Source: an optimization exercise on an open RTL-to-GDS flow (aim: small area, a short achievable clock period and few clock cycles). Production flows keep margins and buffers that such runs may drop.
The RTL was checked by simulation tests, not by an equivalence proof against the original design.
Power and IR drop assume default switching activity.

<file path="design/flow/design.v">
`timescale 1ns/1ps
module mlc_core (
    input             clk,
    input             rst,
    input             req,
    input             we,
    input      [1:0]  space,
    input      [7:0]  addr,
    input      [31:0] wdata,
    output     [31:0] rdata,
    output            busy
);
    localparam FCAP = 32;
    localparam ECAP = 64;
    localparam RES_OK        = 4'd0;
    localparam RES_MISMATCH  = 4'd1;
    localparam RES_UNDERSIZE = 4'd2;
    localparam RES_CAP       = 4'd7;
    localparam RES_ILL       = 4'd8;
    reg [7:0]  fbuf [0:FCAP-1];
    reg [7:0]  ebuf [0:ECAP-1];
    reg [5:0]  flen;
    reg [6:0]  elen;
    reg [15:0] crc;
    reg [3:0]  res;
    reg        herr;
    reg        busy_r;
    reg [1:0]  eop;        
    reg        eg;         
    reg        bx;         
    reg        bxd;        
    reg        pmode;
    reg [6:0]  pk;
    reg [15:0] c0, c1, c2;
    reg [7:0]  ehold;
    reg        pv;         
    reg [1:0]  pt;         
    reg [7:0]  pb;         
    reg        pd;         
    assign busy = busy_r;
    function [7:0] nib;
        input [3:0] n;
        begin
            nib = {n[3], ~n[3], n[2], ~n[2], n[1], ~n[1], n[0], ~n[0]};
        end
    endfunction
    function [7:0] dec;
        input [15:0] w;
        reg [7:0] h, l;
        begin
            h = {w[15], w[13], w[11], w[9], w[7], w[5], w[3], w[1]};
            l = {w[14], w[12], w[10], w[8], w[6], w[4], w[2], w[0]};
            dec = ((h ^ l) == 8'hFF) ? h : 8'hFF;
        end
    endfunction
    function [15:0] step;
        input [15:0] c;
        input [7:0]  b;
        integer i;
        reg [15:0] r;
        begin
            r = c ^ {b, 8'h00};
            for (i = 0; i < 8; i = i + 1)
                r = r[15] ? ({r[14:0], 1'b0} ^ 16'h1021) : {r[14:0], 1'b0};
            step = r;
        end
    endfunction
    wire        wr_ok   = req & we & ~busy_r;
    wire        rd      = req & ~we;
    wire        sp_reg  = (space == 2'd0);
    wire        sp_fb   = (space == 2'd1);
    wire        sp_eb   = (space == 2'd2);
    wire        a_hi0   = (addr[7:6] == 2'd0);
    wire        fb_in   = a_hi0 & ~addr[5];
    wire        eb_in   = a_hi0;
    wire        fb_hw   = wr_ok & sp_fb & fb_in;
    wire        eb_hw   = wr_ok & sp_eb & eb_in;
    wire        issue   = wr_ok & sp_reg & (addr == 8'd0);
    wire [7:0]  opc     = wdata[31:24];
    wire        legal   = (wdata[23:0] == 24'd0) & (opc <= 8'd5);
    wire        is_crc  = issue & legal & (opc == 8'd1);
    wire        is_mkf  = issue & legal & (opc == 8'd2) & (flen <= 6'd30);
    wire        is_chk  = issue & legal & (opc == 8'd3) & (flen >= 6'd2);
    wire        is_enc  = issue & legal & (opc == 8'd4);
    wire        is_dec  = issue & legal & (opc == 8'd5);
    wire        is_fam  = is_crc | is_mkf | is_chk;
    wire        is_xd   = is_enc | is_dec;               
    wire        fam_b   = busy_r & ~bx;
    wire        x_enc   = busy_r & bx & ~bxd;
    wire        x_dec   = busy_r & bx & bxd;
    wire        pk_at   = ~pmode & (pk == {1'b0, flen});
    wire        hit     = pk_at & ~pv;
    wire        eng_ext = fam_b & ~pk_at;                
    wire        done    = ((is_crc | is_chk) & hit) | (fam_b & hit);
    wire [1:0]  dop     = busy_r ? eop : opc[1:0];
    wire        start   = is_mkf | ((is_crc | is_chk) & ~hit);
    wire [255:0] fb_flat;
    wire [511:0] eb_flat;
    wire [31:0] rnext;
    reg  [15:0] rdata_lo;
    mlc_rdpath u_rd (
        .fb_flat(fb_flat), .eb_flat(eb_flat), .space(space), .addr(addr),
        .rd(rd), .pk(pk[4:0]), .herr(herr), .res(res), .busy_r(busy_r), .flen(flen),
        .elen(elen), .crc(crc), .rnext(rnext)
    );
    wire        a_eq_k  = ({1'b0, addr[6:0]} == {1'b0, pk});
    wire [6:0]  pkm1    = pk - 7'd1;
    wire        a_eq_k1 = (addr[6:0] == pkm1) & (pk != 7'd0);
    wire        a_zero  = (addr[6:0] == 7'd0);
    wire [15:0] sbase   = (pt == 2'd0) ? c0 : (pt == 2'd1) ? c1 : 16'hFFFF;
    wire [15:0] snext   = step(sbase, pd ? dec({ehold, pb}) : pb);
    wire [5:0]  ndec    = elen[6:1];
    wire [5:0]  flen1   = flen + 6'd1;
    wire        mkf_done = fam_b & hit & (eop == 2'd2);
    wire        fbus_h  = sp_fb & ~busy_r;
    wire [7:0]  fbus_ev = fbus_h ? wdata[7:0] : (flen[0] ? c0[7:0] : c0[15:8]);
    wire [7:0]  fbus_od = fbus_h ? wdata[7:0] : (flen[0] ? c0[15:8] : c0[7:0]);
    wire [31:0] fmask   = ~({32{1'b1}} << flen);
    wire [31:0] nmask   = ~({32{1'b1}} << ndec);
    genvar g;
    generate
        for (g = 0; g < FCAP; g = g + 1) begin : gf
            wire hw  = fb_hw & (addr[4:0] == g);
            wire mk  = mkf_done & ((flen[4:0] == g) | (flen1[4:0] == g));
            wire dw  = x_dec & nmask[g];
            wire       ww  = hw | mk;
            wire       kp  = ~(dw | ww);
            wire [7:0] dv  = dec({ebuf[2*g], ebuf[2*g+1]});
            wire [7:0] wv  = (g % 2 == 0) ? fbus_ev : fbus_od;
            always @(posedge clk)
                fbuf[g] <= ({8{dw}} & dv) | ({8{ww}} & wv) | ({8{kp}} & fbuf[g]);
            assign fb_flat[8*g +: 8] = fbuf[g];
        end
        for (g = 0; g < ECAP; g = g + 1) begin : ge
            wire hw  = eb_hw & (addr[5:0] == g);
            wire ew  = x_enc & fmask[g/2];
            wire       kp  = ~(ew | hw);
            wire [7:0] ev  = (g % 2 == 0) ? nib(fbuf[g/2][7:4]) : nib(fbuf[g/2][3:0]);
            always @(posedge clk)
                ebuf[g] <= ({8{ew}} & ev) | ({8{hw}} & wdata[7:0]) | ({8{kp}} & ebuf[g]);
            assign eb_flat[8*g +: 8] = ebuf[g];
        end
    endgenerate
    always @(posedge clk)
        rdata_lo <= rnext[15:0];
    assign rdata = {16'd0, rdata_lo};
    always @(posedge clk) begin
        if (rst) begin
            flen   <= 6'd0;
            elen   <= 7'd0;
            crc    <= 16'hFFFF;
            res    <= RES_OK;
            herr   <= 1'b0;
            busy_r <= 1'b0;
            eop    <= 2'd0;
            eg     <= 1'b0;
            bx     <= 1'b0;
            bxd    <= 1'b0;
            pmode  <= 1'b0;
            pk     <= 7'd0;
            c0     <= 16'hFFFF;
            c1     <= 16'hFFFF;
            c2     <= 16'hFFFF;
            ehold  <= 8'd0;
            pv     <= 1'b0;
            pt     <= 2'd0;
            pb     <= 8'd0;
            pd     <= 1'b0;
        end else begin
            if (rd) begin
                if (((space == 2'd1) & ~fb_in) | ((space == 2'd2) & ~eb_in))
                    if (!busy_r) herr <= 1'b1;
            end
            if (req & we & busy_r) begin
                if (!(sp_reg && addr >= 8'd7) && space != 2'd3)
                    herr <= 1'b1;
            end
            if (wr_ok & sp_reg) begin
                case (addr)
                    8'd0: begin
                        if (!legal) res <= RES_ILL;
                        else if (opc == 8'd2 && flen > 6'd30) res <= RES_CAP;
                        else if (opc == 8'd3 && flen < 6'd2) res <= RES_UNDERSIZE;
                        else if (!start && !is_xd) res <= RES_OK;
                    end
                    8'd2: begin
                        if (wdata <= FCAP) flen <= wdata[5:0];
                        else herr <= 1'b1;
                    end
                    8'd3: begin
                        if (wdata <= ECAP) elen <= wdata[6:0];
                        else herr <= 1'b1;
                    end
                    8'd1, 8'd4, 8'd5, 8'd6: herr <= 1'b1;
                    default: ;
                endcase
            end
            if ((wr_ok & sp_fb & ~fb_in) | (wr_ok & sp_eb & ~eb_in))
                herr <= 1'b1;
            if (is_xd) begin
                busy_r <= 1'b1;
                bx     <= 1'b1;
                bxd    <= opc[0];
            end
            if (x_enc | x_dec) begin
                busy_r <= 1'b0;
                bx     <= 1'b0;
                res    <= RES_OK;
            end
            if (x_enc) elen <= {flen, 1'b0};
            if (x_dec) flen <= ndec;
            if (start) begin
                busy_r <= 1'b1;
                eop    <= opc[1:0];
            end
            if (done) begin
                busy_r <= 1'b0;
                case (dop)
                    2'd3: begin
                        crc <= c2;
                        res <= (c0 == 16'h0000) ? RES_OK : RES_MISMATCH;
                    end
                    2'd2: begin
                        crc  <= c0;
                        flen <= flen + 6'd2;
                        res  <= RES_OK;
                    end
                    default: begin
                        crc <= c0;
                        res <= RES_OK;
                    end
                endcase
            end
            if (!busy_r) eg <= 1'b0;
            pv <= 1'b0;
            if (pv) begin
                c0 <= snext;
                if (pt == 2'd0) begin c1 <= c0; c2 <= c1; end
                if (pt == 2'd2) c1 <= 16'hFFFF;
            end
            if (fam_b) begin
                if (pmode || pk > {1'b0, flen}) begin
                    pmode <= 1'b0;
                    pk    <= 7'd0;
                    c0    <= 16'hFFFF;
                    eg    <= 1'b0;
                end else if (eng_ext) begin
                    if (eg) begin
                        pk <= pk + 7'd1;
                        pv <= 1'b1; pt <= 2'd0; pb <= rdata_lo[7:0]; pd <= 1'b0;
                        eg <= 1'b0;
                    end else begin
                        eg <= ~(rd & sp_reg);
                    end
                end
            end else if (x_dec) begin
                if (pmode) begin
                    pmode <= 1'b0;
                    if (pk[6:1] <= ndec) begin
                        pk <= {1'b0, pk[6:1]};
                    end else begin
                        pk <= 7'd0;
                        c0 <= 16'hFFFF;
                    end
                end else if (ndec != 6'd0) begin
                    pk <= 7'd0;
                    c0 <= 16'hFFFF;
                end
            end else if (x_enc) begin
                if (pmode && flen != 6'd0) begin
                    pk <= 7'd0;
                    c0 <= 16'hFFFF;
                end
            end else if (fb_hw) begin
                if (!pmode && a_eq_k) begin
                    pk <= pk + 7'd1;
                    pv <= 1'b1; pt <= 2'd0; pb <= wdata[7:0]; pd <= 1'b0;
                end else if (a_zero) begin
                    pmode <= 1'b0;
                    pk <= 7'd1;
                    pv <= 1'b1; pt <= 2'd2; pb <= wdata[7:0]; pd <= 1'b0;
                end else if (!pmode && a_eq_k1) begin
                    pv <= 1'b1; pt <= 2'd1; pb <= wdata[7:0]; pd <= 1'b0;
                end else if (!pmode) begin
                    pk <= 7'd0;
                    c0 <= 16'hFFFF;
                end
            end else if (eb_hw) begin
                if (pmode && a_eq_k) begin
                    pk <= pk + 7'd1;
                    if (addr[0]) begin
                        pv <= 1'b1; pt <= 2'd0; pb <= wdata[7:0]; pd <= 1'b1;
                    end else begin
                        ehold <= wdata[7:0];
                    end
                end else if (a_zero) begin
                    pmode <= 1'b1;
                    pk    <= 7'd1;
                    c0    <= 16'hFFFF;
                    ehold <= wdata[7:0];
                end else if (pmode && a_eq_k1) begin
                    if (addr[0]) begin
                        pv <= 1'b1; pt <= 2'd1; pb <= wdata[7:0]; pd <= 1'b1;
                    end else begin
                        ehold <= wdata[7:0];
                    end
                end else if (pmode) begin
                    pk <= 7'd0;
                    c0 <= 16'hFFFF;
                end
            end
        end
    end
endmodule
module mlc_rdpath (
    input  [255:0] fb_flat,
    input  [511:0] eb_flat,
    input  [1:0]   space,
    input  [7:0]   addr,
    input          rd,
    input  [4:0]   pk,
    input          herr,
    input  [3:0]   res,
    input          busy_r,
    input  [5:0]   flen,
    input  [6:0]   elen,
    input  [15:0]  crc,
    output reg [31:0] rnext
);
    wire [4:0] fidx = busy_r ? pk : addr[4:0];
    reg  [7:0] fb_rd, eb_rd;
    integer i;
    always @(*) begin
        fb_rd = 8'd0;
        eb_rd = 8'd0;
        for (i = 0; i < 32; i = i + 1)
            fb_rd = fb_rd | ({8{fidx == i}} & fb_flat[8*i +: 8]);
        for (i = 0; i < 64; i = i + 1)
            eb_rd = eb_rd | ({8{addr[5:0] == i}} & eb_flat[8*i +: 8]);
    end
    always @(*) begin
        rnext = 32'd0;
        if (busy_r && !(rd && space == 2'd0)) begin
            rnext = {24'd0, fb_rd};
        end else begin
            case (space)
                2'd0: begin
                    case (addr)
                        8'd1: rnext = {23'd0, herr, res, 3'd0, busy_r};
                        8'd2: rnext = {26'd0, flen};
                        8'd3: rnext = {25'd0, elen};
                        8'd4: rnext = {16'd0, crc};
                        8'd6: rnext = 32'd64;
                        default: rnext = 32'd0;
                    endcase
                end
                2'd1: if (addr[7:5] == 3'd0) rnext = {24'd0, fb_rd};
                2'd2: if (addr[7:6] == 2'd0) rnext = {24'd0, eb_rd};
                default: ;
            endcase
        end
    end
endmodule
</file>
<file path="design/flow/run.sh">
#!/bin/bash
# synth_recipe.tcl (not shown) runs the flow's synth.tcl, then flattens the netlist and writes it again
# the make line also repeats each setting of config.mk as NAME=value (left out here)
make -C /OpenROAD-flow-scripts/flow DESIGN_CONFIG=/design/flow/config.mk WORK_HOME=/design/flow/orfs CLKGATE_MAP_FILE= SYNTH_SCRIPT=/design/flow/synth_recipe.tcl finish
</file>
<file path="design/flow/config.mk">
export PLATFORM = sky130hd
export DESIGN_NAME = mlc_core
export DESIGN_NICKNAME = mlc_core
export VERILOG_FILES = /design/flow/design.v
export SDC_FILE = /design/flow/constraint.sdc
export NUM_CORES = 4
export LEC_CHECK = 0
export CAP_MARGIN = 20
export CORE_MARGIN = 2
export CORE_UTILIZATION = 40
export PLACE_DENSITY = 0.6
export SETUP_SLACK_MARGIN = 4.3
export SLEW_MARGIN = 20
export SYNTH_HIERARCHICAL = 1
export SYNTH_MINIMUM_KEEP_SIZE = 0
export TNS_END_PERCENT = 100
</file>
<file path="design/flow/constraint.sdc">
create_clock -name core_clock -period 8.0 [get_ports {clk}]
set_input_delay 1.6000 -clock core_clock [delete_from_list [all_inputs] [get_ports {clk}]]
set_output_delay 1.6000 -clock core_clock [all_outputs]
set_load 0.01 [all_outputs]
</file>
==> impl_metrics.csv, run 1 <==
group,metric,value,unit
drt,totalWireLength,352500,um
critical_path,startpoint_type,"primary input",
finish,area_growth,18.53,%
hold_path,worst_hold_path_type,"reg2reg",
power_and_ir_drop,p_total,10.68,mW
drt,first_pass_iters,12,
floorplan,die_h,347.9,um
floorplan,num_io_pins,79,
cts,cts-htree-levels,3,
global_routing,grt_antenna_before_repair,67,
placement,dpl_cell_area,50420,um2
cts,ctsLongestPathBuffers,3,
global_routing,grt.overflow.total,0,
critical_path,endpoint_kind,"register",
sta,timing_hold_violations_final,0,
critical_path,type_of_the_setup_path_with_the_least_slack,"in2reg",
logic_synthesis,mappedNetlistArea,47300,um2
logic_synthesis,post_synth_inst_count,5418,
global_routing,gr-usage-all-layers,56.04,%
placement,placement.io_buffers,62,
placement,dp_hpwl,266600,um
cts,cts_hold_repair.buffers,0,
critical_path,critical_path.max_fanout,19,
global_routing,grt_pass1_wl,458400,um
global_routing,gr-usage-met1,64.51,%
global_routing,global_route.usage.met3,32.10,%
sta,final-max-slew-violation-count,0,
floorplan,core_area,117600,um2
floorplan,num_rows,126,
sta,fin_worst_skew,0.04526,ns
sta,period_minus_slack,4.002,ns
placement,globalplace.congestion,1.255,
critical_path,timing.critical_path.required,8.67,ns
job,drv.max_cap_violation_count,0,
finish,nNetsFinal,5641,
floorplan,initial_utilization,40.21,%
sta,worst_hold_slack,0.4586,ns
sta,unrepaired_setup_endpoints_after_global_routing,"yes",
cts,numClockSinks,900,
global_routing,grt.busiest_layer,"met2",
critical_path,crit_arrival,4.67,ns
finish,layout_common_cells,"sky130_fd_sc_hd__dfxtp_1 (893), sky130_fd_sc_hd__nand2_1 (726), sky130_fd_sc_hd__nor2_1 (560), sky130_fd_sc_hd__a221o_1 (541), sky130_fd_sc_hd__a22oi_1 (357)",
finish,layout.cells.most_common,"sky130_fd_sc_hd__dfxtp_1",
drt,drc,0,
finish,layout-drive-gt1-share,14.16,%
drt,route.detailed.vias_per_inst,7.604,
drt,initialDrtViolationCount,10670,
outcome,outcome,"complete, no violations",
floorplan,die_area,121000,um2
floorplan,die_width,347.9,um
power_and_ir_drop,peakVddDrop,177.1,uV
cts,worst_skew_pair.late_latency,0.79,ns
sta,slew_headroom,6.845,%
logic_synthesis,syn_avg_cell_area,8.729,um2
cts,cts.reportedPaths.clkPinSlew,0.06,ns
sta,worst_pin_slew,1.397,ns
power_and_ir_drop,p_leak,20.69,nW
power_and_ir_drop,pwrdens,190.4,nW/um2
sta,tns,0,ns
global_routing,grt_use_met2,72.94,%
drt,antenna_left,0,
logic_synthesis,yosys_warnings,10,
drt,num_vias,54970,
sta,report.final.setup_viol,0,
sta,ratio_of_final_minimum_period_to_clock_period,50.02,%
sta,achievable-frequency,249.9,MHz
cts,cts.root.buffer_cell,"sky130_fd_sc_hd__clkbuf_16",
global_routing,grt_max_degree,64,
drt,wire_per_inst,48.76,um
finish,final_design_area_no_fill,56060,um2
global_routing,first_global_vias,48140,
cts,clock_tree_from_tritoncts,"done",
cts,numCtsBuffers,102,
finish,utilization,47.67,%
## area by class of cell
type	count	area, um2
fillers	11400	61550
diodes	38	95.09
repair buffers	328	3080
flip-flops and latches	900	18040
inverters	51	198.9
clock inverters	41	608.1
clock buffers	147	3034
well taps	1536	1922
multi-input cells	4188	29090
## sequential cells by signal, summed over array words and instances, names as in the netlist, 2 cells and up
| name | flops |
|---|---|
| eop | 2 |
| pt | 2 |
| c2 | 16 |
| crc | 16 |
| c0 | 16 |
| flen | 6 |
| ebuf | 512 |
| pk | 7 |
| fbuf | 256 |
| ehold | 8 |
| c1 | 16 |
| res | 4 |
| pb | 8 |
| rdata_lo | 16 |
| elen | 7 |
## repair_timing
item	CTS	global route
setup buffers	31	18
setup endpoints to repair	829	447
resized for setup	193	97
cloned	2	6
pin swaps	21	20
## power by group
part           switching, mW  internal [mW]  leakage (nW)  total [mW]
combinational          0.521          0.197          11.6       0.718
clock                   2.19           3.03          1.78        5.21
sequential             0.193           4.55          7.30        4.74
total                   2.90           7.78          20.7        10.7
## worst paths after layout
check | end | slack, ns | depth (start not counted) | startpoint
hold / removal | rdata_lo[12]$_DFF_P_ | 0.46 | 1 | crc[12]$_SDFFE_PP1N_
setup reg to reg | rdata_lo[3]$_DFF_P_ | 4.06 | 8 | busy_r$_SDFFE_PP0P_
setup / recovery | rdata_lo[3]$_DFF_P_ | 4.00 | 9 | addr[4]
hold reg to reg | rdata_lo[12]$_DFF_P_ | 0.46 | 1 | crc[12]$_SDFFE_PP1N_
## worst max-delay path, stage by stage
cell and delay (ns):
sky130_fd_sc_hd__buf_12 0.14, sky130_fd_sc_hd__clkbuf_16 0.23, sky130_fd_sc_hd__nand2b_1 0.32, sky130_fd_sc_hd__o21ai_1 0.35, sky130_fd_sc_hd__a32o_1 0.44, sky130_fd_sc_hd__a221o_1 0.29
sky130_fd_sc_hd__nor3_1 0.82, sky130_fd_sc_hd__a41o_1 0.32, sky130_fd_sc_hd__o21ai_1 0.09
## per-layer routing
layer	part of all wire, %	wire, um	vias up
li1	-	-	21220
met4	11	38280	34
met5	0.23	797	-
met2	37	130900	5199
met1	35	124600	26900
met3	16	57860	1610
## through the flow
stage | std cells | setup WS (ns)
after floorplan | 5433 | 4.235
after global placement | 6941 | 2.289
after detailed placement | 6943 | 2.388
after CTS | 7164 | 4.231
after global routing | 7199 | 4.186
final | 7229 | 3.998
Testbench counts, summed over its fixed seeds: cycles 11,721.
==> inputs of run 2 (changes only) <==
==> design/flow/flow/run.sh (new file) <==
#!/bin/bash
# Standard layout, with the port buffers made of buf_4 cells instead of the
# delay-cell buffer that buffer_ports picks by default (a delay cell cannot
# be resized to a plain buffer later by footprint-matched timing repair).
set -euo pipefail
export BUFFER_PORTS_ARGS="-buffer_cell sky130_fd_sc_hd__buf_4"
bash standard.sh > standard.log 2>&1
==> design/flow/standard.sh (new file) <==
#!/bin/bash
# synth_recipe.tcl (not shown) runs the flow's synth.tcl, then flattens the netlist and writes it again
# the make line also repeats each setting of config.mk as NAME=value (left out here)
make -C /OpenROAD-flow-scripts/flow DESIGN_CONFIG=/design/flow/config.mk WORK_HOME=/design/flow/orfs CLKGATE_MAP_FILE= SYNTH_SCRIPT=/design/flow/synth_recipe.tcl "${@:-finish}"
removed: design/flow/run.sh
==> run 2 against run 1 <==
Still clean on timing, DRC and antenna. Final cell count is 0.46% lower. Synthesized cell count stayed put. Synthesized area stayed put. Combinational power is 8.5% lower. Hold slack worse by 0.0027 ns. Sequential cell count stayed put. Routed wire length is 0.34% lower. Sequential share of layout area is 0.37 points higher. Global-route usage hardly changed. Critical path type unchanged. Critical endpoint is now rdata_lo[0]$_DFF_P_. Highest routed layer unchanged.
==> impl_metrics.csv, run 2 <==
group,metric,value,unit
outcome,outcome,"complete, no violations",
drt,highest_layer_used_for_signal_routing,"met5",
floorplan,num_rows,126,
logic_synthesis,syn_avg_cell_area,8.729,um2
drt,detailroute.wirelength.met3,55040,um
sta,worst_pin_slew,1.307,ns
critical_path,critical_path.max_fanout,41,
sta,ratio_of_final_minimum_period_to_clock_period,48.70,%
floorplan,die_h,347.9,um
critical_path,timing.critical_path.required,8.65,ns
global_routing,grt_pass1_wl,457200,um
cts,numClockSinks,900,
sta,fin_worst_skew,0.03882,ns
drt,antenna_left,0,
job,drv.max_cap_violation_count,0,
cts,cts_hold_repair.buffers,0,
power_and_ir_drop,peakVddDrop,194.9,uV
drt,totalWireLength,351300,um
finish,nNetsFinal,5607,
finish,largest_reg_flops,512,
power_and_ir_drop,p_total,10.49,mW
sta,period_minus_slack,3.896,ns
finish,utilization,47.10,%
floorplan,num_io_pins,79,
floorplan,die_width,347.9,um
logic_synthesis,yosys_warnings,10,
finish,max_flop_register,"ebuf",
drt,wire_per_inst,48.82,um
global_routing,grt.overflow.total,0,
sta,final-max-slew-violation-count,0,
drt,route.detailed.vias_per_inst,7.573,
finish,layout-drive-gt1-share,13.83,%
finish,final_design_area_no_fill,55400,um2
sta,unrepaired_setup_endpoints_after_global_routing,"yes",
hold_path,whs_path_depth,1,
global_routing,grt_antenna_before_repair,66,
cts,clock_tree_from_tritoncts,"done",
finish,layout_common_cells,"sky130_fd_sc_hd__dfxtp_1 (894), sky130_fd_sc_hd__nand2_1 (728), sky130_fd_sc_hd__nor2_1 (566), sky130_fd_sc_hd__a221o_1 (541), sky130_fd_sc_hd__a22oi_1 (351)",
drt,num_vias,54490,
sta,tns,0,ns
global_routing,gr-usage-all-layers,56.07,%
placement,dp_hpwl,269900,um
floorplan,initial_utilization,40.21,%
placement,globalplace.congestion,1.257,
sta,achievable-frequency,256.7,MHz
cts,numCtsBuffers,101,
drt,met1_length,124100,um
hold_path,hold_path.startpoint,"crc[11]$_SDFFE_PP1N_",
cts,ctsLongestPathBuffers,3,
hold_path,worst_hold_path_type,"reg2reg",
cts,cts-htree-levels,3,
cts,worst_skew_pair.late_latency,0.79,ns
critical_path,r2r.worst_path.cells,9,
logic_synthesis,post_synth_inst_count,5418,
hold_path,worst_hold_path.endpoint,"rdata_lo[11]$_DFF_P_",
placement,placement.io_buffers,62,
power_and_ir_drop,p_leak,20.49,nW
cts,cts.root.buffer_cell,"sky130_fd_sc_hd__clkbuf_16",
drt,drc,0,
placement,dp_cells,6918,
drt,initialDrtViolationCount,9874,
critical_path,r2r_end,"rdata_lo[1]$_DFF_P_",
critical_path,startpoint_type,"primary input",
cts,cts.reportedPaths.clkPinSlew,0.06,ns
logic_synthesis,mappedNetlistArea,47300,um2
floorplan,core_area,117600,um2
critical_path,endpoint_kind,"register",
critical_path,timing.rr.start,"busy_r$_SDFFE_PP0P_",
global_routing,grt_max_degree,72,
critical_path,crit_arrival,4.55,ns
global_routing,first_global_vias,47910,
placement,dpl_cell_area,50160,um2
sta,report.final.setup_viol,0,
finish,reg.largest.list,"ebuf: 512 flops, fbuf: 256 flops",
sta,timing_hold_violations_final,0,
critical_path,type_of_the_setup_path_with_the_least_slack,"in2reg",
finish,layout.cells.most_common,"sky130_fd_sc_hd__dfxtp_1",
floorplan,die_area,121000,um2
sta,slew_headroom,12.64,%
drt,routed_wl_met2,132300,um
finish,area_growth,17.13,%
critical_path,ff2ff_setup_slack,4.29,ns
power_and_ir_drop,pwrdens,189.3,nW/um2
finish,stdcell_count,7196,
drt,first_pass_iters,7,
==> run 2: repair_timing <==
action,CTS,global route
gates cloned,0,0
setup buffers,22,30
hold endpoints to repair,0,0
gates resized for setup,150,72
endpoints found under the setup margin,649,426
pin swaps,8,20
==> run 2: routing by layer <==
layer  global-route usage [%]  vias up
met2                    74.50     5045
met3                    29.35     1567
met1                    65.00    26690
li1                         -    21150
met4                    48.82       44
met5                   0.6002        -
==> run 2: worst max-delay path by stage <==
stage,cells after the start,startpoint,slack [ns],end
5_1_grt,6,addr[0],4.17,fbuf[17][7]$_DFF_P_
3_5_place_dp,9,addr[4],2.32,rdata_lo[1]$_DFF_P_
6_report,8,addr[4],4.10,rdata_lo[0]$_DFF_P_
3_3_place_gp,9,addr[1],2.41,rdata_lo[7]$_DFF_P_
4_1_cts,6,addr[0],4.24,fbuf[25][7]$_DFF_P_
2_1_floorplan,10,space[1],4.23,pb[1]$_SDFFE_PP0P_
==> run 2: power breakdown <==
part	leakage (nW)	internal, mW	switching (mW)
clock network	1.73	2.94	2.13
logic	11.5	0.176	0.481
registers	7.30	4.55	0.211
==> run 2: cell type report <==
cell class | count | area [um2]
Multi-Input combinational cell | 4186 | 29000
Timing Repair Buffer | 297 | 2614
Antenna cell | 42 | 105.1
Inverter | 51 | 200.2
Clock inverter | 42 | 628.1
Clock buffer | 142 | 2903
Tap cell | 1536 | 1922
Fill cell | 11320 | 62210
Sequential cell | 900 | 18030
==> run 2: worst max-delay path: stages <==
cell and delay, ns:
sky130_fd_sc_hd__buf_12 0.29, sky130_fd_sc_hd__nand2b_1 0.18, sky130_fd_sc_hd__o22a_1 0.57, sky130_fd_sc_hd__nor2_1 0.34, sky130_fd_sc_hd__a22o_1 0.40, sky130_fd_sc_hd__nor4_1 0.58, sky130_fd_sc_hd__nand4_1 0.29, sky130_fd_sc_hd__o2bb2ai_1 0.20
==> run 2: through the flow <==
| step | worst slack, ns | hold WS, ns |
|---|---|---|
| CTS | 4.244 | 0.4609 |
| global placement | 2.406 | 0.4368 |
| finish | 4.104 | 0.4559 |
| detailed placement | 2.317 | 0.4416 |
| floorplan | 4.235 | 0.4296 |
| global route | 4.166 | 0.4771 |
==> inputs of run 3 (changes only) <==
--- a/design/flow/design.v
+++ b/design/flow/design.v
@@ -37,6 +37,10 @@
     reg [1:0]  pt;         
     reg [7:0]  pb;         
     reg        pd;         
+    reg        wv;         
+    reg        wfb;        
+    reg [6:0]  wa;         
+    reg [7:0]  wd;         
     assign busy = busy_r;
     function [7:0] nib;
         input [3:0] n;
@@ -89,7 +93,7 @@
     wire        x_enc   = busy_r & bx & ~bxd;
     wire        x_dec   = busy_r & bx & bxd;
     wire        pk_at   = ~pmode & (pk == {1'b0, flen});
-    wire        hit     = pk_at & ~pv;
+    wire        hit     = pk_at & ~pv & ~wv;
     wire        eng_ext = fam_b & ~pk_at;                
     wire        done    = ((is_crc | is_chk) & hit) | (fam_b & hit);
     wire [1:0]  dop     = busy_r ? eop : opc[1:0];
@@ -103,10 +107,10 @@
         .rd(rd), .pk(pk[4:0]), .herr(herr), .res(res), .busy_r(busy_r), .flen(flen),
         .elen(elen), .crc(crc), .rnext(rnext)
     );
-    wire        a_eq_k  = ({1'b0, addr[6:0]} == {1'b0, pk});
+    wire        a_eq_k  = (wa == pk);
     wire [6:0]  pkm1    = pk - 7'd1;
-    wire        a_eq_k1 = (addr[6:0] == pkm1) & (pk != 7'd0);
-    wire        a_zero  = (addr[6:0] == 7'd0);
+    wire        a_eq_k1 = (wa == pkm1) & (pk != 7'd0);
+    wire        a_zero  = (wa == 7'd0);
     wire [15:0] sbase   = (pt == 2'd0) ? c0 : (pt == 2'd1) ? c1 : 16'hFFFF;
     wire [15:0] snext   = step(sbase, pd ? dec({ehold, pb}) : pb);
     wire [5:0]  ndec    = elen[6:1];
@@ -166,6 +170,7 @@
             pt     <= 2'd0;
             pb     <= 8'd0;
             pd     <= 1'b0;
+            wv     <= 1'b0;
         end else begin
             if (rd) begin
                 if (((space == 2'd1) & ~fb_in) | ((space == 2'd2) & ~eb_in))
@@ -231,6 +236,10 @@
                     end
                 endcase
             end
+            wv  <= fb_hw | eb_hw;
+            wfb <= sp_fb;
+            wa  <= addr[6:0];
+            wd  <= wdata[7:0];
             if (!busy_r) eg <= 1'b0;
             pv <= 1'b0;
             if (pv) begin
@@ -271,38 +280,38 @@
                     pk <= 7'd0;
                     c0 <= 16'hFFFF;
                 end
-            end else if (fb_hw) begin
+            end else if (wv & wfb) begin
                 if (!pmode && a_eq_k) begin
                     pk <= pk + 7'd1;
-                    pv <= 1'b1; pt <= 2'd0; pb <= wdata[7:0]; pd <= 1'b0;
+                    pv <= 1'b1; pt <= 2'd0; pb <= wd; pd <= 1'b0;
                 end else if (a_zero) begin
                     pmode <= 1'b0;
                     pk <= 7'd1;
-                    pv <= 1'b1; pt <= 2'd2; pb <= wdata[7:0]; pd <= 1'b0;
+                    pv <= 1'b1; pt <= 2'd2; pb <= wd; pd <= 1'b0;
                 end else if (!pmode && a_eq_k1) begin
-                    pv <= 1'b1; pt <= 2'd1; pb <= wdata[7:0]; pd <= 1'b0;
+                    pv <= 1'b1; pt <= 2'd1; pb <= wd; pd <= 1'b0;
                 end else if (!pmode) begin
                     pk <= 7'd0;
                     c0 <= 16'hFFFF;
                 end
-            end else if (eb_hw) begin
+            end else if (wv & ~wfb) begin
                 if (pmode && a_eq_k) begin
                     pk <= pk + 7'd1;
-                    if (addr[0]) begin
-                        pv <= 1'b1; pt <= 2'd0; pb <= wdata[7:0]; pd <= 1'b1;
+                    if (wa[0]) begin
+                        pv <= 1'b1; pt <= 2'd0; pb <= wd; pd <= 1'b1;
                     end else begin
-                        ehold <= wdata[7:0];
+                        ehold <= wd;
                     end
                 end else if (a_zero) begin
                     pmode <= 1'b1;
                     pk    <= 7'd1;
                     c0    <= 16'hFFFF;
-                    ehold <= wdata[7:0];
+                    ehold <= wd;
                 end else if (pmode && a_eq_k1) begin
-                    if (addr[0]) begin
-                        pv <= 1'b1; pt <= 2'd1; pb <= wdata[7:0]; pd <= 1'b1;
+                    if (wa[0]) begin
+                        pv <= 1'b1; pt <= 2'd1; pb <= wd; pd <= 1'b1;
                     end else begin
-                        ehold <= wdata[7:0];
+                        ehold <= wd;
                     end
                 end else if (pmode) begin
                     pk <= 7'd0;
--- a/design/flow/config.mk
+++ b/design/flow/config.mk
@@ -9,7 +9,7 @@
 export CORE_MARGIN = 2
 export CORE_UTILIZATION = 40
 export PLACE_DENSITY = 0.6
-export SETUP_SLACK_MARGIN = 4.3
+export SETUP_SLACK_MARGIN = 4.6
 export SLEW_MARGIN = 20
 export SYNTH_HIERARCHICAL = 1
 export SYNTH_MINIMUM_KEEP_SIZE = 0
==> run 3 against run 2 <==
Combinational power increased by about 20%. Hold slack got worse by 0.0011 ns. Core utilization increased by 2.3 points. Critical path type unchanged. Highest routed layer unchanged.
==> impl_metrics.csv, run 3 <==
group,metric,value,unit
power_and_ir_drop,pwrdens,180.6,nW/um2
global_routing,global_route.usage.met3,33.39,%
drt,totalWireLength,371500,um
finish,nNetsFinal,5781,
placement,placement.io_buffers,62,
placement,dp_hpwl,281000,um
critical_path,crit_arrival,4.31,ns
finish,reg.largest.list,"ebuf: 512 flops, fbuf: 256 flops",
floorplan,die_width,349.2,um
floorplan,die_h,349.2,um
sta,achievable-frequency,274.1,MHz
floorplan,num_rows,126,
critical_path,timing.critical_path.buf_inv,2,
hold_path,worst_hold_path_type,"reg2reg",
finish,layout.cells.most_common,"sky130_fd_sc_hd__dfxtp_1",
cts,numCtsBuffers,102,
sta,worst_pin_slew,1.264,ns
drt,initialDrtViolationCount,10920,
drt,num_vias,56840,
finish,utilization,49.36,%
power_and_ir_drop,p_total,10.52,mW
critical_path,ff2ff_setup_slack,4.39,ns
global_routing,grt.overflow.total,0,
power_and_ir_drop,peakVddDrop,194.8,uV
sta,slew_headroom,15.45,%
placement,globalplace.congestion,1.226,
floorplan,core_area,118100,um2
sta,ratio_of_final_minimum_period_to_clock_period,45.60,%
drt,first_pass_iters,9,
sta,tns,0,ns
drt,route.detailed.vias_per_inst,7.688,
critical_path,type_of_the_setup_path_with_the_least_slack,"in2reg",
finish,largest_reg_flops,512,
cts,cts.root.buffer_cell,"sky130_fd_sc_hd__clkbuf_16",
power_and_ir_drop,p_leak,22.07,nW
global_routing,grt_max_degree,79,
logic_synthesis,syn_avg_cell_area,8.695,um2
finish,area_growth,22.30,%
sta,fin_worst_skew,0.05630,ns
finish,layout-drive-gt1-share,17.49,%
critical_path,critical_path.max_fanout,17,
sta,timing.final.ws_setup,4.352,ns
cts,worst_skew_pair.late_latency,0.79,ns
job,drv.max_cap_violation_count,0,
outcome,outcome,"complete, no violations",
cts,clock_tree_from_tritoncts,"done",
critical_path,worst_path_max_delay_cell,"sky130_fd_sc_hd__a32oi_1",
sta,period_minus_slack,3.648,ns
drt,wire_per_inst,50.25,um
logic_synthesis,post_synth_inst_count,5481,
sta,unrepaired_setup_endpoints_after_global_routing,"yes",
global_routing,first_global_vias,49740,
cts,cts.reportedPaths.clkPinSlew,0.07,ns
critical_path,timing.critical_path.required,8.66,ns
critical_path,cp_slowest_stage_delay,0.88,ns
critical_path,crit_chain,"buf_16, nand2b_1, o22a_1, nor2_1, buf_4, a32oi_1, nand4_1, nor4_1, o22ai_1",
drt,drc,0,
critical_path,endpoint_kind,"register",
critical_path,critPathTopFamily,"compound AO/OA/AOI/OAI gates",
logic_synthesis,mappedNetlistArea,47660,um2
floorplan,die_area,121900,um2
global_routing,grt_use_met2,77.07,%
sta,final-max-slew-violation-count,0,
global_routing,grt_pass1_wl,478400,um
finish,max_flop_register,"ebuf",
cts,ctsLongestPathBuffers,3,
global_routing,gr-usage-met1,66.23,%
floorplan,initial_utilization,40.36,%
sta,report.final.setup_viol,0,
logic_synthesis,yosys_warnings,10,
global_routing,grt_antenna_before_repair,74,
finish,num-fill-cells,11110,
cts,numClockSinks,917,
placement,placement_setup_slack,2.585,ns
drt,antenna_left,0,
sta,timing_hold_violations_final,0,
floorplan,num_io_pins,79,
finish,layout_common_cells,"sky130_fd_sc_hd__dfxtp_1 (896), sky130_fd_sc_hd__nand2_1 (596), sky130_fd_sc_hd__nor2_1 (551), sky130_fd_sc_hd__a221o_1 (440), sky130_fd_sc_hd__buf_4 (311)",
global_routing,grt.busiest_layer,"met2",
global_routing,gr-usage-all-layers,58.80,%
critical_path,startpoint_type,"primary input",
cts,cts-htree-levels,3,
## run 3: power breakdown
| group | total, mW | internal, mW | switching (mW) |
|---|---|---|---|
| Clock | 4.98 | 2.82 | 2.16 |
| Combinational | 0.788 | 0.222 | 0.566 |
| Sequential | 4.76 | 4.63 | 0.130 |
## run 3: path summary, 6_finish.rpt
check / startpoint / endpoint / cells past startpoint
worst max-delay path: addr[3] / rdata_lo[7]$_DFF_P_ / 9
worst min-delay path: crc[10]$_SDFFE_PP1N_ / rdata_lo[10]$_DFF_P_ / 1
worst max register to register: elen[2]$_SDFFE_PP0P_ / fbuf[10][7]$_DFF_P_ / 5
worst min register to register: crc[10]$_SDFFE_PP1N_ / rdata_lo[10]$_DFF_P_ / 1
## run 3: per-stage QoR
stage / cells / area (um2) / hold WS (ns)
2_1_floorplan: 5496 / 48340 / 0.4296
3_3_place_gp: 6987 / 50870 / 0.4353
3_5_place_dp: 6987 / 50900 / 0.4453
4_1_cts: 7275 / 57020 / 0.4605
5_1_grt: 7336 / 58140 / 0.4793
6_report: 7393 / 58290 / 0.4548
## run 3: worst register-to-register path, stage by stage, from the launching register on
cell                      delay, ns
sky130_fd_sc_hd__dfxtp_1       0.76
sky130_fd_sc_hd__nand2_2       0.68
sky130_fd_sc_hd__a21o_1        0.48
sky130_fd_sc_hd__o21ai_2       0.97
sky130_fd_sc_hd__nor2_4        0.20
sky130_fd_sc_hd__a221o_1       0.40
## run 3: final cells by class
| cell class | instances | area (um2) | area share (%) |
|---|---|---|---|
| multi-input combinational | 4163 | 29900 | 51.30 |
| tap | 1536 | 1922 | 3.297 |
| timing repair buffer | 395 | 3826 | 6.564 |
| inverter | 132 | 499.2 | 0.8565 |
| clock buffer | 146 | 2972 | 5.098 |
| antenna | 60 | 150.1 | 0.2576 |
| sequential | 917 | 18530 | 31.78 |
| clock inverter | 44 | 488.0 | 0.8372 |
## run 3: metal layers
metal	part of all wire, %	vias to the layer above
met2	37	5842
li1	-	21620
met4	12	34
met5	0.19	-
met3	17	1882
met1	35	27460
## run 3: repair_timing
action,4_1_cts,5_1_grt
endpoints found under the setup margin,726,457
gates cloned,5,5
buffers inserted,93,53
pin swaps,55,32
hold buffers,0,0
resized for setup,344,115
Testbench counts of run 3, summed over its fixed seeds: cycles 11,721.
==> inputs of run 4 (changes only) <==
--- a/design/flow/config.mk
+++ b/design/flow/config.mk
@@ -9,7 +9,7 @@
 export CORE_MARGIN = 2
 export CORE_UTILIZATION = 40
 export PLACE_DENSITY = 0.6
-export SETUP_SLACK_MARGIN = 4.6
+export SETUP_SLACK_MARGIN = 4.45
 export SLEW_MARGIN = 20
 export SYNTH_HIERARCHICAL = 1
 export SYNTH_MINIMUM_KEEP_SIZE = 0
==> run 4 against run 3 <==
Clock power is essentially flat. Critical path depth increased by 1. Total power is 0.44% lower. Non-clock buffer count down 75. Sequential share of layout area up 0.93 points. Cell area down 2.8%. Synthesized cell count did not move. Hold slack better by 0.0031 ns. Register-to-register slack lost 0.09 ns. Core utilization down 1.4 points. Routed wire length is 0.41% lower. Die area is the same.
==> impl_metrics.csv, run 4 <==
group,metric,value,unit
critical_path,crit_arrival,4.37,ns
floorplan,initial_utilization,40.36,%
finish,nNetsFinal,5702,
floorplan,num_rows,126,
drt,route.detailed.vias_per_inst,7.781,
placement,dp_cells,6993,
global_routing,grt_pass1_wl,472400,um
critical_path,endpoint_kind,"register",
sta,tns,0,ns
logic_synthesis,syn_avg_cell_area,8.695,um2
cts,cts.reportedPaths.clkPinSlew,0.07,ns
logic_synthesis,mappedNetlistArea,47660,um2
power_and_ir_drop,combinational_cell_fraction_of_total_power,6.7,%
finish,num-fill-cells,11210,
sta,report.final.setup_viol,0,
sta,worst_pin_slew,1.350,ns
power_and_ir_drop,peakVddDrop,204.7,uV
power_and_ir_drop,switchingPower,2.840,mW
finish,area_growth,18.83,%
drt,drc,0,
cts,ctsLongestPathBuffers,3,
drt,antenna_left,0,
floorplan,die_area,121900,um2
global_routing,gr-usage-all-layers,58.21,%
global_routing,grt_antenna_before_repair,87,
critical_path,type_of_the_setup_path_with_the_least_slack,"in2reg",
cts,clock_tree_from_tritoncts,"done",
cts,numClockSinks,917,
power_and_ir_drop,p_leak,21.40,nW
power_and_ir_drop,power.sequential.fraction,45.4,%
critical_path,critical_path.max_fanout,34,
finish,reg.largest.list,"ebuf: 512 flops, fbuf: 256 flops",
sta,achievable-frequency,269.0,MHz
sta,timing_hold_violations_final,0,
job,drv.max_cap_violation_count,0,
placement,dp_hpwl,281900,um
drt,wire_per_inst,50.60,um
global_routing,grt.overflow.total,0,
finish,stdcell_count,7312,
hold_path,worst_hold_path_type,"reg2reg",
finish,layout_common_cells,"sky130_fd_sc_hd__dfxtp_1 (895), sky130_fd_sc_hd__nand2_1 (602), sky130_fd_sc_hd__nor2_1 (557), sky130_fd_sc_hd__a221o_1 (439), sky130_fd_sc_hd__a22oi_1 (322)",
floorplan,die_width,349.2,um
power_and_ir_drop,pwrdens,185.0,nW/um2
sta,slew_headroom,9.786,%
drt,first_pass_iters,9,
sta,final-max-slew-violation-count,0,
outcome,outcome,"complete, no violations",
logic_synthesis,post_synth_inst_count,5481,
power_and_ir_drop,power.internal,7.639,mW
floorplan,num_io_pins,79,
logic_synthesis,yosys_warnings,10,
cts,cts-htree-levels,3,
finish,layout.cells.most_common,"sky130_fd_sc_hd__dfxtp_1",
floorplan,die_h,349.2,um
finish,layout-drive-gt1-share,15.18,%
finish,largest_reg_flops,512,
finish,final_design_area_no_fill,56630,um2
cts,numCtsBuffers,100,
placement,placement.io_buffers,62,
global_routing,first_global_vias,48100,
cts,cts.root.buffer_cell,"sky130_fd_sc_hd__clkbuf_16",
critical_path,timing.critical_path.required,8.65,ns
drt,totalWireLength,370000,um
sta,ratio_of_final_minimum_period_to_clock_period,46.46,%
floorplan,core_area,118100,um2
sta,fin_worst_skew,0.05740,ns
critical_path,ff2ff_setup_slack,4.30,ns
power_and_ir_drop,pwr-share-clk,47.8,%
sta,unrepaired_setup_endpoints_after_global_routing,"yes",
power_and_ir_drop,switching_share,27.10,%
global_routing,grt_max_degree,59,
drt,initialDrtViolationCount,11400,
sta,period_minus_slack,3.717,ns
finish,max_flop_register,"ebuf",
placement,globalplace.congestion,1.253,
placement,dpl_cell_area,50640,um2
cts,worst_skew_pair.late_latency,0.80,ns
drt,num_vias,56890,
critical_path,startpoint_type,"primary input",
## run 4: path summary, 6_finish.rpt
check / startpoint / end / depth (start not counted)
worst max-delay path: addr[1] / rdata_lo[6]$_DFF_P_ / 10
worst min-delay path: crc[10]$_SDFFE_PP1N_ / rdata_lo[10]$_DFF_P_ / 1
worst max register to register: busy_r$_SDFFE_PP0P_ / ebuf[35][6]$_DFF_P_ / 8
worst min register to register: crc[10]$_SDFFE_PP1N_ / rdata_lo[10]$_DFF_P_ / 1
## run 4: stage by stage
step                power, mW  util [%]  hold WS (ns)  setup WS, ns
floorplan               5.035         -        0.4296         4.429
global placement        5.426     42.86        0.4360         2.241
detailed placement      5.428     42.89        0.4434         2.198
CTS                     10.33     46.79        0.4601         4.248
global route            10.57     47.84        0.4835         4.354
finish                  10.48     47.96        0.4578         4.283
## run 4: final cells by class
type | instances | area [um2] | share of cell area, %
Clock buffer | 151 | 2985 | 5.271
Inverter | 132 | 496.7 | 0.8771
Sequential cell | 917 | 18530 | 32.72
Antenna cell | 59 | 147.6 | 0.2607
Clock inverter | 36 | 533.0 | 0.9412
Timing Repair Buffer | 320 | 2929 | 5.172
Multi-Input combinational cell | 4161 | 29090 | 51.37
Tap cell | 1536 | 1922 | 3.393
## run 4: per-layer routing
| metal | share of wire [%] | track usage (%) | vias to the layer above |
|---|---|---|---|
| li1 | - | - | 21460 |
| met1 | 35 | 68.67 | 27550 |
| met2 | 36 | 74.99 | 6050 |
| met3 | 17 | 31.44 | 1788 |
| met4 | 11 | 50.85 | 40 |
| met5 | 0.097 | 1.120 | - |
## run 4: timing repair
action	CTS	global route
gates resized for setup	201	135
setup endpoints to repair	729	564
cloned	1	5
pin swaps	16	33
hold buffers	0	0
setup buffers	15	50
endpoints found under the hold margin	0	0
## run 4: critical path, cell delays in order
cell,delay [ns]
sky130_fd_sc_hd__buf_12,0.21
sky130_fd_sc_hd__or2_4,0.32
sky130_fd_sc_hd__buf_4,0.16
sky130_fd_sc_hd__nor2_2,0.05
sky130_fd_sc_hd__buf_4,0.25
sky130_fd_sc_hd__a32o_1,0.29
sky130_fd_sc_hd__a31oi_2,0.46
sky130_fd_sc_hd__nand4_1,0.55
sky130_fd_sc_hd__nor4_4,0.31
sky130_fd_sc_hd__o2bb2ai_1,0.11
## run 4: power by group through the flow
stage / combinational (mW) / clock [mW] / sequential (mW)
finish: 0.706 / 5.01 / 4.76
global route: 0.670 / 5.15 / 4.75
CTS: 0.609 / 4.97 / 4.74
detailed placement: 0.582 / 0 / 4.85
global placement: 0.581 / 0 / 4.85
floorplan: 0.270 / 0 / 4.77

==> static timing again, ports no longer ideal <==
The results above use ideal ports. As a check the final layouts listed here were re-extracted and re-timed, cells and wires unchanged.
Step 1: set_driving_cell puts a clkbuf_16 on clk and a buf_2 on each other input, an assumption about the parent block.
Step 2 also shifts input and output timing later by t, the mid clock arrival at the registers, as if the neighbouring blocks saw the same clock.
Three values: ideal ports, drivers, drivers and shift; two values: the first two.
| run | shift t [ns] | slack for setup (ns) | worst hold slack (ns) | worst setup path at the end |
|---|---|---|---|---|
| run 1 | 0.850 | 3.998 / 4.028 / 3.178 | 0.459 / 0.459 / 0.459 | input to register |
| run 2 | 0.851 | 4.104 / 4.126 / 3.275 | 0.456 / 0.456 / 0.456 | input to register |
| run 3 | 0.848 | 4.352 / 4.291 / 3.443 | 0.455 / 0.455 / 0.455 | input to register |
| run 4 | 0.853 | 4.283 / 4.240 / 3.388 | 0.458 / 0.458 / 0.458 | input to register |
After both steps setup and hold are still met in every run listed. The setup slack of run 3, which loses most, moves by -0.061 ns with the drivers and by -0.909 ns with both steps.
